Context: an optimization exercise on an open-source flow, tuned for a short achievable clock period and few clock cycles. The choices shown serve that exercise and are no tape-out recipe. Where RTL was checked, it was by simulation tests only, not by an equivalence proof against the original. Power and IR drop assume default switching activity.

Design minicomp_core, start of the top module:
module minicomp_core (
    input  wire       clk,
    input  wire       rst,           
    output wire [7:0] mem_addr,
    input  wire [7:0] mem_rdata,
    output wire       mem_we,
    output wire [7:0] mem_wdata,
    output wire [7:0] io_port,       
    output wire       io_rd,         
    input  wire [7:0] io_rdata,
    input  wire       io_present,    
    output wire       io_wr,         
    output wire [7:0] io_wdata
);
    reg [7:0] x0, x1, x2, x3;
    reg [7:0] addr_q, ir, ipc, nb, ioaddr, wdata_q;
    reg       m_fetch, m_normal, m_memop, m_jimm;
    reg       we_q, rd_q, wr_q;
    reg [3:0] wadd;                  
    reg [3:0] wfast;                 
    reg [3:0] sb;                    
    reg [7:0] xa, xb;                
    reg e_add, e_shl, e_shr, e_not, e_and, e_or, e_xor, e_alu, e_aluw;
    reg e_clf, e_data, e_in, e_outa, e_jmp, e_jmpr, e_jxxx, e_mem, e_st, e_outd;
  ...
==> flow/config.mk <==
export PLATFORM = sky130hd
export DESIGN_NAME = minicomp_core
export DESIGN_NICKNAME = minicomp_core
export VERILOG_FILES = /design/flow/design.v
export SDC_FILE = /design/flow/constraint.sdc
export NUM_CORES = 4
export LEC_CHECK = 0
export ABC_CLOCK_PERIOD_IN_PS = 1000
export CAP_MARGIN = 20
export CORE_MARGIN = 2
export CORE_UTILIZATION = 50
export PLACE_DENSITY = 0.65
export SETUP_SLACK_MARGIN = 3.5
export SLEW_MARGIN = 20
==> flow/constraint.sdc <==
create_clock -name core_clock -period 5.0 [get_ports {clk}]
set_input_delay 1.0000 -clock core_clock [delete_from_list [all_inputs] [get_ports {clk}]]
set_output_delay 1.0000 -clock core_clock [all_outputs]
set_load 0.01 [all_outputs]
run.sh (not shown) runs the stock make flow with config.mk's settings and CLKGATE_MAP_FILE= SYNTH_SCRIPT=/design/flow/synth_recipe.tcl, a recipe that flattens the netlist after the stock synthesis.
Testbench counts at the start, summed over its fixed seeds: cycles 81,712.
Then changed:
Settings changed: CORE_UTILIZATION 50 to 32, PLACE_DENSITY 0.65 to 0.55.
Utilization drops by 26 points.
Global-route usage shrinks by 17 points.
Wire length fell by 2.7%.
Non-clock buffer count decreases by 7.
Count of clock-buffer cells in the layout went down by 11.
Combinational power fell by 2.5%.
Total power fell by 0.90%.
Worst setup slack improves by 0.043 ns.
Maximum frequency goes up by 1.6%.
Then changed:
Settings changed: CORE_UTILIZATION 32 to 40, CTS_CLUSTER_DIAMETER set to 60, CTS_CLUSTER_SIZE set to 24, PLACE_DENSITY 0.55 to 0.6.
What happened: Global-route usage came out higher by 5.5 points. Area after synthesis stays the same. Wire length came out lower by 5.2%. Setup slack improves by 0.082 ns. Hold slack gets worse by 0.045 ns.
Then changed:
Settings changed: CTS_CLUSTER_DIAMETER 60 to not set, CTS_CLUSTER_SIZE 24 to not set, SETUP_SLACK_MARGIN 3.5 to 3.3.
What happened: The new run completed without violations. Worst setup slack degrades by 0.010 ns. Wire length decreases by about 0.9%. Final area came out lower by 1.8%. Via count is lower by about 1.6%. Core utilization falls by 1.1 points.

---

minicomp_core, a different RTL version from the one above (not shown whole).
For scale: about 54 I/O pins, ~0.0090 sq mm of cells after synthesis.
export LEC_CHECK = 0
export ABC_CLOCK_PERIOD_IN_PS = 1000
export CAP_MARGIN = 20
export CORE_MARGIN = 2
export CORE_UTILIZATION = 40
export PLACE_DENSITY = 0.6
export SETUP_SLACK_MARGIN = 4.0
export SLEW_MARGIN = 20
create_clock -name core_clock -period 5.0 [get_ports {clk}]
Change:
SETUP_SLACK_MARGIN = 3.5   (was 4.0)
TNS_END_PERCENT = 40   (was default)
=> Setup slack gains 84 ps. Maximum frequency climbs by a few percent. Global-route usage drops by 1.9 points. Cell count drops by a few percent. Cell area drops by roughly a tenth.
No run of this note included a check of the RTL's function; only the layout flow was run.

---

minicomp_core, a different RTL version from the one above (not shown whole).
For scale: ~1100 cells after synthesis, roughly 170 flip-flops, roughly 54 I/O pins, ~10000 sq um of cells after synthesis.
Settings: LEC_CHECK=0, ABC_CLOCK_PERIOD_IN_PS=1000, CAP_MARGIN=20, CORE_MARGIN=2, CORE_UTILIZATION=40, PLACE_DENSITY=0.6, SETUP_SLACK_MARGIN=3.5, SLEW_MARGIN=20, SYNTH_HIERARCHICAL=1, SYNTH_MINIMUM_KEEP_SIZE=0; clock period 5.0 ns.
==> next run, changes <==
--- a/flow/config.mk
+++ b/flow/config.mk
@@ -13,4 +13,2 @@
 export SETUP_SLACK_MARGIN = 3.5
 export SLEW_MARGIN = 20
-export SYNTH_HIERARCHICAL = 1
-export SYNTH_MINIMUM_KEEP_SIZE = 0
Effect: The new run finished with timing, DRC and antenna clean; sequential share of layout area is lower by 1.3 points; worst setup slack gets better by 0.13 ns; wire length is higher by 6.9%.
No run of this note included a check of the RTL's function; only the layout flow was run.

-- what the ideal ports hide --
No port has a modelled driver above. Below, the same layouts with a new extraction and two added sets of constraints. Step 1: set_driving_cell puts a clkbuf_16 on clk and a buf_2 on each other input, an assumption about the parent block. Step 2 adds t to the input delays and takes it off the output delays; t is the mean of the earliest and latest rising clock arrival at the registers after step 1. Input paths then give back, and output paths get back, about the clock's delay inside the block. a / b / c = ideal / step 1 / step 2; a / b = the first two.
run | t (ns) | setup WS [ns] | hold slack, ns | worst register clock-pin slew, ns
the first run of note 1 | 0.705 | 2.336 / 2.336 / 2.224 | 0.459 / 0.459 / 0.459 | 0.07 / 0.07
the second run of note 1 | 0.714 | 2.379 / 2.379 / 2.126 | 0.467 / 0.467 / 0.467 | 0.07 / 0.07
the third run of note 1 | 0.764 | 2.461 / 2.461 / 2.159 | 0.423 / 0.423 / 0.423 | 0.10 / 0.10
the fourth run of note 1 | 0.700 | 2.451 / 2.451 / 2.162 | 0.490 / 0.490 / 0.490 | 0.07 / 0.07
the first run of note 2 | 0.476 | 2.741 / 2.757 / 2.281 | 0.456 / 0.456 / 0.456 | 0.07 / 0.07
the second run of note 2 | 0.469 | 2.825 / 2.831 / 2.362 | 0.459 / 0.459 / 0.459 | 0.07 / 0.07
the first run of note 3 | 0.479 | 2.399 / 2.381 / 1.902 | 0.486 / 0.486 / 0.486 | 0.07 / 0.07
the second run of note 3 | 0.487 | 2.531 / 2.531 / 2.047 | 0.476 / 0.476 / 0.476 | 0.07 / 0.07
After both steps setup and hold are still met in every run listed. The setup slack of the first run of note 3, which loses most, moves by -0.018 ns with the drivers and by -0.497 ns with both steps.
